From an optimization exercise on the open Yosys and OpenROAD flow, aimed at small area; shortcuts taken in it are not production practice.
Only simulation tests tie the RTL to the original design; equivalence was not proved.
Power is estimated from default activity; no workload was simulated.

[design/flow/config.mk]
export PLATFORM = sky130hd
export DESIGN_NAME = kraken_tx
export DESIGN_NICKNAME = kraken_tx
export VERILOG_FILES = /design/flow/design.v
export SDC_FILE = /design/flow/constraint.sdc
export NUM_CORES = 4
export LEC_CHECK = 0
export CAP_MARGIN = 20
export CORE_MARGIN = 2
export CORE_UTILIZATION = 65
export SLEW_MARGIN = 20
[design/flow/constraint.sdc]
create_clock -name core_clock -period 10.0 [get_ports {clk}]
set_input_delay 2.0000 -clock core_clock [delete_from_list [all_inputs] [get_ports {clk}]]
set_output_delay 2.0000 -clock core_clock [all_outputs]
set_load 0.01 [all_outputs]
[design/flow/design.v]
module kraken_enc (
    input  wire [31:0] cmd,
    output wire [1:0]  err,      
    output wire        which,    
    output wire [7:0]  val,      
    output reg  [4:0]  len,      
    output reg  [61:0] sym       
);
    wire [3:0] fam   = cmd[7:4];
    wire [3:0] proto = cmd[11:8];
    wire       st    = cmd[12];
    wire [7:0] m     = cmd[23:16];
    wire [7:0] s     = cmd[31:24];
    wire [3:0] sd = s[3:0] - 4'd1;
    reg m_ok, s_ok;
    always @(*) begin
        case (fam[1:0])
            2'd0: begin m_ok = (m[7:5] == 3'd0); s_ok = (s[7:5] == 3'd0); end
            2'd1: begin m_ok = (m[7:4] == 4'd0); s_ok = ((s[7:4] == 4'd0) && (s[3:0] != 4'd0)) || (s == 8'd16); end
            2'd2: begin m_ok = (m[7:2] == 6'd0); s_ok = (s[7:2] == 6'd0) && (s[1:0] != 2'd0); end
            default: begin m_ok = (m[7:6] == 2'd0); s_ok = (s[7:6] == 2'd0); end
        endcase
    end
    wire proto_bad = (proto[3:2] != 2'd0) || (proto[1:0] == 2'd0);
    wire fam_bad   = (fam[3:2] != 2'd0);
    assign err   = proto_bad ? 2'd2 : fam_bad ? 2'd1 : (!m_ok || !s_ok) ? 2'd3 : 2'd0;
    assign which = !proto_bad && !fam_bad && m_ok && !s_ok;
    assign val   = proto_bad ? {4'd0, proto} : fam_bad ? {4'd0, fam} : !m_ok ? m : !s_ok ? s : 8'd0;
    integer i;
    always @(*) begin
        sym = 62'd0;
        case (fam[1:0])
            2'd0: begin  
                len = 5'd12;
                for (i = 0; i < 5; i = i + 1) begin
                    sym[2*i+1]     = ~m[4-i];
                    sym[2*(i+5)+1] = ~s[4-i];
                end
                sym[2*10+1] = ~st;
                sym[2*11+1] = st;
            end
            2'd1: begin  
                len = 5'd12;
                for (i = 0; i < 4; i = i + 1) begin
                    sym[2*i+1]     = m[i];
                    sym[2*(i+4)+1] = sd[i];
                end
                sym[2*9+1]  = 1'b1;
                sym[2*10+1] = 1'b1;
                sym[2*11+1] = st;
            end
            2'd2: begin  
                len = 5'd12;
                for (i = 0; i < 4; i = i + 1) begin
                    sym[2*i]   = (m[1:0] == i);
                    sym[2*i+1] = (m[1:0] != i);
                end
                for (i = 0; i < 3; i = i + 1) begin
                    sym[2*(i+4)]   = (s[1:0] == i + 1);
                    sym[2*(i+4)+1] = (s[1:0] != i + 1);
                end
                sym[2*7+1]  = 1'b1;
                sym[2*8+1]  = 1'b1;
                sym[2*9+1]  = 1'b1;
                sym[2*10+1] = st;
                sym[2*11+1] = st;
            end
            default: begin  
                len = 5'd21;
                for (i = 0; i < 6; i = i + 1) begin
                    sym[2*(i+1)+1] = ~m[5-i];
                    sym[2*(i+7)+1] = ~s[5-i];
                end
                sym[2*14+1] = 1'b1;
                sym[2*15+1] = 1'b1;
                sym[2*17+1] = 1'b1;
                sym[2*19+1] = ~st;
                sym[2*20+1] = st;
            end
        endcase
    end
endmodule
module kraken_tx (
    input  wire        clk,
    input  wire        rst,
    input  wire        reg_sel,
    input  wire        reg_we,
    input  wire [3:0]  reg_addr,
    input  wire [31:0] reg_wdata,
    output reg  [31:0] reg_rdata,
    output wire        reg_ready,
    output reg         sl_req,
    output reg         sl_val,
    input  wire        sl_ack,
    input  wire        sl_err,
    output wire        line_en,
    input  wire        cancel_i
);
    localparam [13:0] TMR_END = 14'h3fff;
    localparam [1:0] ST_IDLE = 2'd0, ST_EXPORT = 2'd1, ST_FRAME = 2'd2, ST_REPEAT = 2'd3;
    reg [4:0]  cw_len;
    reg [61:0] cw_sym;
    reg        e_done;
    reg [1:0]  e_err;
    reg        e_which;
    reg [7:0]  e_val;
    reg [1:0]  state;
    reg        exported;
    reg        line_lvl;
    reg        cancel_pend;
    reg        t_done;
    reg        te_a;       
    reg        te_b;       
    reg [3:0]  t_val;
    reg [15:0] pos_r;
    reg [4:0]  pos_i;
    reg [1:0]  pos_ph;
    reg        pos_sub;    
    reg [4:0]  t_len;
    reg [61:0] t_sym;
    reg [1:0]  t_proto;
    reg [15:0] t_rep;
    reg [13:0] tmr;
    reg [22:0] wrcnt;
    wire busy = (state != ST_IDLE);
    assign line_en = exported;
    wire       wr        = reg_sel & reg_we;
    wire       wr_cmd    = wr & (reg_addr == 4'd0);
    wire [3:0] op        = reg_wdata[3:0];
    wire       is_tx     = (op[3:1] == 3'b001);
    assign reg_ready     = ~(wr_cmd & is_tx & busy);
    wire       do_enc    = wr_cmd & (op == 4'h1);
    wire       do_tx     = wr_cmd & is_tx & ~busy;
    wire       do_cancel = (wr_cmd & (op == 4'h4)) | cancel_i;
    wire       cancel_now = cancel_pend | do_cancel;
    wire [3:0] cmd_proto = reg_wdata[11:8];
    wire       proto_ok  = (cmd_proto[3:2] == 2'd0) && (cmd_proto[1:0] != 2'd0);
    wire [1:0]  enc_err;
    wire        enc_which;
    wire [7:0]  enc_val;
    wire [4:0]  enc_len;
    wire [61:0] enc_sym;
    kraken_enc u_enc (
        .cmd   (reg_wdata),
        .err   (enc_err),
        .which (enc_which),
        .val   (enc_val),
        .len   (enc_len),
        .sym   (enc_sym)
    );
    wire       is_sync = (pos_i == t_len);
    wire [1:0] cur_sym = t_sym[2*pos_i +: 2];
    wire       last_ph = is_sync ? (pos_ph[0]) : (pos_ph == 2'd3);
    reg        long_ph;
    always @(*) begin
        case (pos_ph)
            2'd0: long_ph = cur_sym[0];
            2'd1: long_ph = ~cur_sym[0];
            2'd2: long_ph = cur_sym[1] | cur_sym[0];
            default: long_ph = ~(cur_sym[1] | cur_sym[0]);
        endcase
        if (is_sync) long_ph = pos_ph[0];
    end
    reg [13:0] wait_cycles;
    always @(*) begin
        casez ({t_proto, is_sync, long_ph})
            4'b01_?_0: wait_cycles = 14'h1046;   
            4'b01_0_1: wait_cycles = 14'h0597;   
            4'b01_1_1: wait_cycles = 14'h0b1d;   
            4'b10_?_0: wait_cycles = 14'h3bef;   
            4'b10_0_1: wait_cycles = 14'h062d;   
            4'b10_1_1: wait_cycles = 14'h18f1;   
            4'b??_?_0: wait_cycles = 14'h179a;   
            4'b??_0_1: wait_cycles = 14'h28e1;   
            default:   wait_cycles = 14'h1458;   
        endcase
    end
    always @(posedge clk) begin
        if (do_tx && proto_ok) begin
            t_len   <= cw_len;
            t_sym   <= cw_sym;
            t_proto <= cmd_proto[1:0];
            t_rep   <= (op[0]) ? reg_wdata[31:16] : 16'd10;
        end
        if (!pos_sub) tmr <= wait_cycles;
        else          tmr <= {tmr[12:0], tmr[13] ^ tmr[12] ^ tmr[11] ^ tmr[1]};
    end
    always @(posedge clk) begin
        if (rst) begin
            cw_len      <= 5'd0;
            cw_sym      <= 62'd0;
            e_done      <= 1'b0;
            e_err       <= 2'd0;
            e_which     <= 1'b0;
            e_val       <= 8'd0;
            state       <= ST_IDLE;
            exported    <= 1'b0;
            line_lvl    <= 1'b0;
            cancel_pend <= 1'b0;
            t_done      <= 1'b0;
            te_a        <= 1'b0;
            te_b        <= 1'b0;
            t_val       <= 4'd0;
            pos_r       <= 16'd0;
            pos_i       <= 5'd0;
            pos_ph      <= 2'd0;
            pos_sub     <= 1'b0;
            wrcnt       <= 23'd0;
            sl_req      <= 1'b0;
            sl_val      <= 1'b0;
        end else begin
            if (wr && reg_addr == 4'd1) cw_len <= reg_wdata[4:0];
            if (wr && reg_addr == 4'd2) cw_sym[31:0]  <= reg_wdata;
            if (wr && reg_addr == 4'd3) cw_sym[61:32] <= reg_wdata[29:0];
            if (do_enc) begin
                e_done  <= 1'b1;
                e_err   <= enc_err;
                e_which <= enc_which;
                e_val   <= enc_val;
                if (enc_err == 2'd0) begin
                    cw_len <= enc_len;
                    cw_sym <= enc_sym;
                end
            end
            if (do_cancel && busy)
                cancel_pend <= 1'b1;
            if (do_tx) begin
                if (!proto_ok) begin
                    te_a   <= 1'b0;
                    te_b   <= 1'b1;
                    t_val  <= cmd_proto;
                    t_done <= 1'b1;
                end else begin
                    wrcnt       <= 23'd0;
                    cancel_pend <= 1'b0;
                    t_done      <= 1'b0;
                    te_a        <= 1'b0;
                    te_b        <= 1'b0;
                    t_val       <= 4'd0;
                    state       <= ST_EXPORT;
                end
            end
            case (state)
                ST_EXPORT: begin
                    if (cancel_now) begin
                        state <= ST_IDLE; te_a <= 1'b1; te_b <= 1'b1; t_done <= 1'b1; cancel_pend <= 1'b0;
                    end else begin
                        exported <= 1'b1;
                        if (t_rep == 16'd0) begin
                            state <= ST_IDLE; t_done <= 1'b1; cancel_pend <= 1'b0;
                        end else begin
                            pos_r   <= 16'd0;
                            pos_i   <= 5'd0;
                            pos_ph  <= 2'd0;
                            pos_sub <= 1'b0;
                            state   <= ST_FRAME;
                        end
                    end
                end
                ST_FRAME: begin
                    if (!pos_sub) begin
                        if (!sl_req) begin
                            if (cancel_now) begin
                                state <= ST_IDLE; te_a <= 1'b1; te_b <= 1'b1; t_done <= 1'b1; cancel_pend <= 1'b0;
                            end else begin
                                sl_req <= 1'b1;
                                sl_val <= ~pos_ph[0];
                                wrcnt  <= wrcnt + 23'd1;
                            end
                        end else if (sl_ack) begin
                            sl_req <= 1'b0;
                            if (sl_err) begin
                                state <= ST_IDLE; te_a <= 1'b1; te_b <= 1'b0; t_done <= 1'b1; cancel_pend <= 1'b0;
                            end else begin
                                line_lvl <= sl_val;
                                pos_sub  <= 1'b1;
                            end
                        end
                    end else begin
                        if (cancel_pend) begin
                            state <= ST_IDLE; te_a <= 1'b1; te_b <= 1'b1; t_done <= 1'b1; cancel_pend <= 1'b0;
                        end else if (tmr == TMR_END) begin
                            if (!last_ph) begin
                                pos_ph  <= pos_ph + 2'd1;
                                pos_sub <= 1'b0;
                            end else if (!is_sync) begin
                                pos_i   <= pos_i + 5'd1;
                                pos_ph  <= 2'd0;
                                pos_sub <= 1'b0;
                            end else begin
                                state   <= ST_REPEAT;
                            end
                        end
                    end
                end
                ST_REPEAT: begin
                    if (cancel_now) begin
                        state <= ST_IDLE; te_a <= 1'b1; te_b <= 1'b1; t_done <= 1'b1; cancel_pend <= 1'b0;
                    end else begin
                        pos_r <= pos_r + 16'd1;
                        if (pos_r + 16'd1 != t_rep) begin
                            pos_i   <= 5'd0;
                            pos_ph  <= 2'd0;
                            pos_sub <= 1'b0;
                            state   <= ST_FRAME;
                        end else begin
                            state <= ST_IDLE; t_done <= 1'b1; cancel_pend <= 1'b0;
                        end
                    end
                end
                default: ;
            endcase
        end
    end
    always @(*) begin
        case (reg_addr)
            4'd1:    reg_rdata = {27'd0, cw_len};
            4'd2:    reg_rdata = cw_sym[31:0];
            4'd3:    reg_rdata = {2'd0, cw_sym[61:32]};
            4'd4:    reg_rdata = {8'd0, e_val, 3'd0, e_which, 2'd0, e_err, 4'd0, e_done, 3'd0};
            4'd5:    reg_rdata = {12'd0, t_val, 5'd0, te_a, ~te_a & te_b, te_a & te_b, 1'b0, cancel_pend,
                                  line_lvl, exported, t_done, busy, state};
            4'd6:    reg_rdata = {9'd0, wrcnt};
            4'd7:    reg_rdata = {8'd0, pos_sub, pos_ph, pos_i, pos_r};
            default: reg_rdata = 32'd0;
        endcase
    end
endmodule
[design/flow/run.sh]
#!/bin/bash
# synth_recipe.tcl (not shown) runs the flow's synth.tcl, then flattens the netlist and writes it again
# the make line also repeats each setting of config.mk as NAME=value (left out here)
make -C /OpenROAD-flow-scripts/flow DESIGN_CONFIG=/design/flow/config.mk WORK_HOME=/design/flow/orfs CLKGATE_MAP_FILE= SYNTH_SCRIPT=/design/flow/synth_recipe.tcl finish
==> notes.md <==
==> cell families (layout without fill, tap and decap cells) <==
group | count (synthesis) | after routing
AND/OR/NAND/NOR | 486 | 486
flip-flops | 239 | 239
multiplexers | 50 | 50
adder cells (fa/ha/maj) | 17 | 17
buffers and inverters | 121 | 164
XOR/XNOR | 39 | 39
AO/OA/AOI/OAI | 354 | 354
==> worst register-to-register path: stages (launching register included) <==
cell      delay (ns)
dfxtp_1         0.46
nor2_1          0.36
and3_1          0.39
nand2_1         0.42
clkinv_2        0.47
buf_4           0.75
nor2_1          0.28
o21ai_0         0.22
a21oi_1         0.08
==> state kept, by name, indices dropped and copies added (netlist names), 2 cells and up <==
name / cells
t_rep: 16
cw_len: 5
cw_sym: 62
e_val: 8
t_val: 4
tmr: 14
wrcnt: 23
state: 2
pos_r: 16
pos_ph: 2
pos_i: 5
t_proto: 2
e_err: 2
t_len: 5
t_sym: 62
==> through the flow <==
stage	total power (uW)	util, %	hold WS (ns)	cell area (um2)
after floorplan	1070	-	0.422	12100
after global placement	1120	71.1	0.443	12900
after detailed placement	1120	71.1	0.445	12900
after CTS	2110	76.0	0.458	13800
after global routing	2150	76.0	0.481	13800
final	2110	76.0	0.457	13800
==> power by group <==
group          switching, uW  total [uW]  internal [uW]
registers               3.39        1010           1000
logic                   63.1        94.2           31.1
clock network            387        1010            626
total                    453        2110           1660
==> area by class of cell <==
| cell class | instances | area (um2) |
|---|---|---|
| sequential | 239 | 5640 |
| clock inverter | 13 | 196 |
| inverter | 25 | 95.1 |
| timing repair buffer | 93 | 888 |
| tap | 229 | 287 |
| fill | 1293 | 4350 |
| clock buffer | 33 | 706 |
| multi-input combinational | 946 | 5990 |
==> worst max path at each step <==
stage / from / endpoint / slack, ns / depth (start not counted)
2_1_floorplan: reg_sel / wrcnt[2] / 4.56 / 10
3_3_place_gp: reg_addr[2] / reg_rdata[20] / 3.29 / 7
3_5_place_dp: reg_addr[2] / reg_rdata[18] / 3.20 / 7
4_1_cts: reg_addr[2] / reg_rdata[20] / 3.18 / 7
5_1_grt: reg_addr[2] / reg_rdata[20] / 2.98 / 7
6_report: reg_addr[2] / reg_rdata[2] / 3.08 / 7
==> cell usage in the layout, fill, tap and decap left out, types with 24 or more instances in the layout <==
cell / netlist / layout
nand2_1: 179 / 179
dfxtp_1: 154 / 154
a21oi_1: 118 / 118
nor2_1: 101 / 101
edfxtp_1: 85 / 85
clkdlybuf4s50_1: 0 / 77
nand3_1: 44 / 44
o21ai_0: 42 / 42
mux2i_1: 37 / 37
nor3_1: 36 / 35
a222oi_1: 26 / 26
clkbuf_16: 0 / 25
inv_1: 25 / 24
==> metal layers <==
layer	wire length (um)	share of wire, %	GRT usage (%)
met5	0	0	0
met2	17300	44	59.6
met1	14500	37	51.6
met3	4660	12	9.04
met4	3040	7.7	24.4
==> notes.md <==
vias=11.0k; Worst path most repeated cell=clkdlybuf4s50_1; Worst Skew=between 0.01 and 0.015 ns; Hold Crit Endpoint=t_sym[27]; Detailed Route Iter0 Violations=1623; Tot GR Track Use=39.3%; most frequent cell after synthesis=nand2_1; Rel. slew slack=37.2%; Max Clk Rate=144 MHz; Root Buffer=clkbuf_16; Mapped Nets=1366; ys flop type=dfxtp_1; Detailed Route WL=39600 um; wire per inst=25.1 um; XOR/XNOR Fraction of Synth Area=2.81%; Slew @ Worst Pin=roughly 0.94 ns; area share of the largest cell type after synthesis=25.4%; Post-Synth Simple-Gate Area=approximately a fifth; slowest stage delay, CP=between 0.7 and 0.8 ns; first-pass GRT wire length=59300 um; Worst Path Required=approximately 8.0 ns; I/O Buffers=approximately 80; Area contributors post-synth=dfxtp_1, edfxtp_1, nand2_1, a21oi_1, nor2_1; register area share after synthesis=a little under half; non-filler instance count after layout=around 1.6k; number of global-route vias before repair=10.0k; Hold Crit Depth=0; slowest CP cell=clkdlybuf4s50_1; multiplexer share of the synthesized area=5.28%; IO Count=79; top cell family by delay on the critical path=buffers and inverters; VDD IR-drop max=0.000139 V; Synth top cells by count=nand2_1, dfxtp_1, a21oi_1; fraction of registers with async set/reset=0%; largest net degree at the start of global routing=73; diode count=0; HP Class=flip-flop to flip-flop; flop-to-flop setup slack=6.40 ns; Skew-Pair Late Insertion Delay=around 0.52 ns; post-route setup TNS=0 ns; Final WS setup=about 3.1 ns; CTS buffer count=25; critical path class=primary input to output port; Avg Cell Area, Syn=9.29 um2; crit-path cells=clkdlybuf4s50_1, nand2b_1, nor2_1, buf_4, a222oi_1, nand2_1, clkdlybuf4s50_1; fin. max-slew vios=0; H-tree levels=1; dpl cells=1532; Yosys top cell by area=dfxtp_1; Initial DRT Pass Iterations=11; worst-path maximum fanout=13; Tcrit/Tclk final=69.2%; FF-to-FF path depth=8; hold path start=cw_sym[27]; status=no timing/DRC/antenna violations; PostCTS Resize Cnt=0; final setup fails=0; RR Endpoint=wrcnt[2]; post-place setup slack=3.20 ns; share of post-route cells with drive strength above 1=6.45%; synthesized instance count=1306; largest family of logic cells by synthesized area=compound AO/OA/AOI/OAI gates; Nets=1390; synthesized area=~12000 um2; # hold bufs at CTS=0; Initial Util=66.9%; maxcap violations=0; Die Width=141 um; setup repair after global routing missed its margin=false; pwr dens=~150 nW/um2; Longest Clk Path Bufs=3; P&R area growth vs syn=13.7%; Synth Area in Compound Gates=between 20% and 30%; Site Rows=a little under 50; CTS Sinks=239; Synth cell types=94; GRT overflow=0; Adder-Cell Fraction of Synth Area=1.75%; final hold violations=0; DR vias/cell=6.95; Reg clk slew, reported paths=0.06 ns; register bit total from synthesis=239; post-layout min period=6.92 ns; CP bufs+invs=3; core box area=18100 um2; Worst Path Arrival=4.92 ns; Synthesis Warnings=2; setup bufs post-CTS=0; CP Capture Type=output port; reg-to-reg startpoint=state[1]; # DRC=0; dpl hpwl=approximately 28000 um; Leakage=0.00484 uW; startpoint types=primary input; Post-synth EDFFs=85; die area=19800 um2; initial antenna violation count=0; TritonCTS clock tree=yes; chip height=roughly 140 um; RePlAce Congestion=1.06; ANT nets after route=0

-- what the ideal ports hide --
No port has a modelled driver above. Below, the same layout with a new extraction and two added sets of constraints.
Step 1 sets driving cells, clkbuf_16 on the clock port and buf_2 on the other inputs (assumed; they add their load-dependent delay and slew).
Step 2 also shifts input and output timing later by t, the mid clock arrival at the registers, as if the neighbouring blocks saw the same clock.
a / b / c = ideal / step 1 / step 2; a / b = the first two.
shift t [ns]: 0.565
setup WS [ns]: 3.079 / 3.022 / 3.022
worst setup path after step 2: input to output
cell pins on the clock port's net: 1
After both steps setup and hold are still met in this run. The setup slack of this run moves by -0.057 ns with the drivers and by -0.057 ns with both steps.
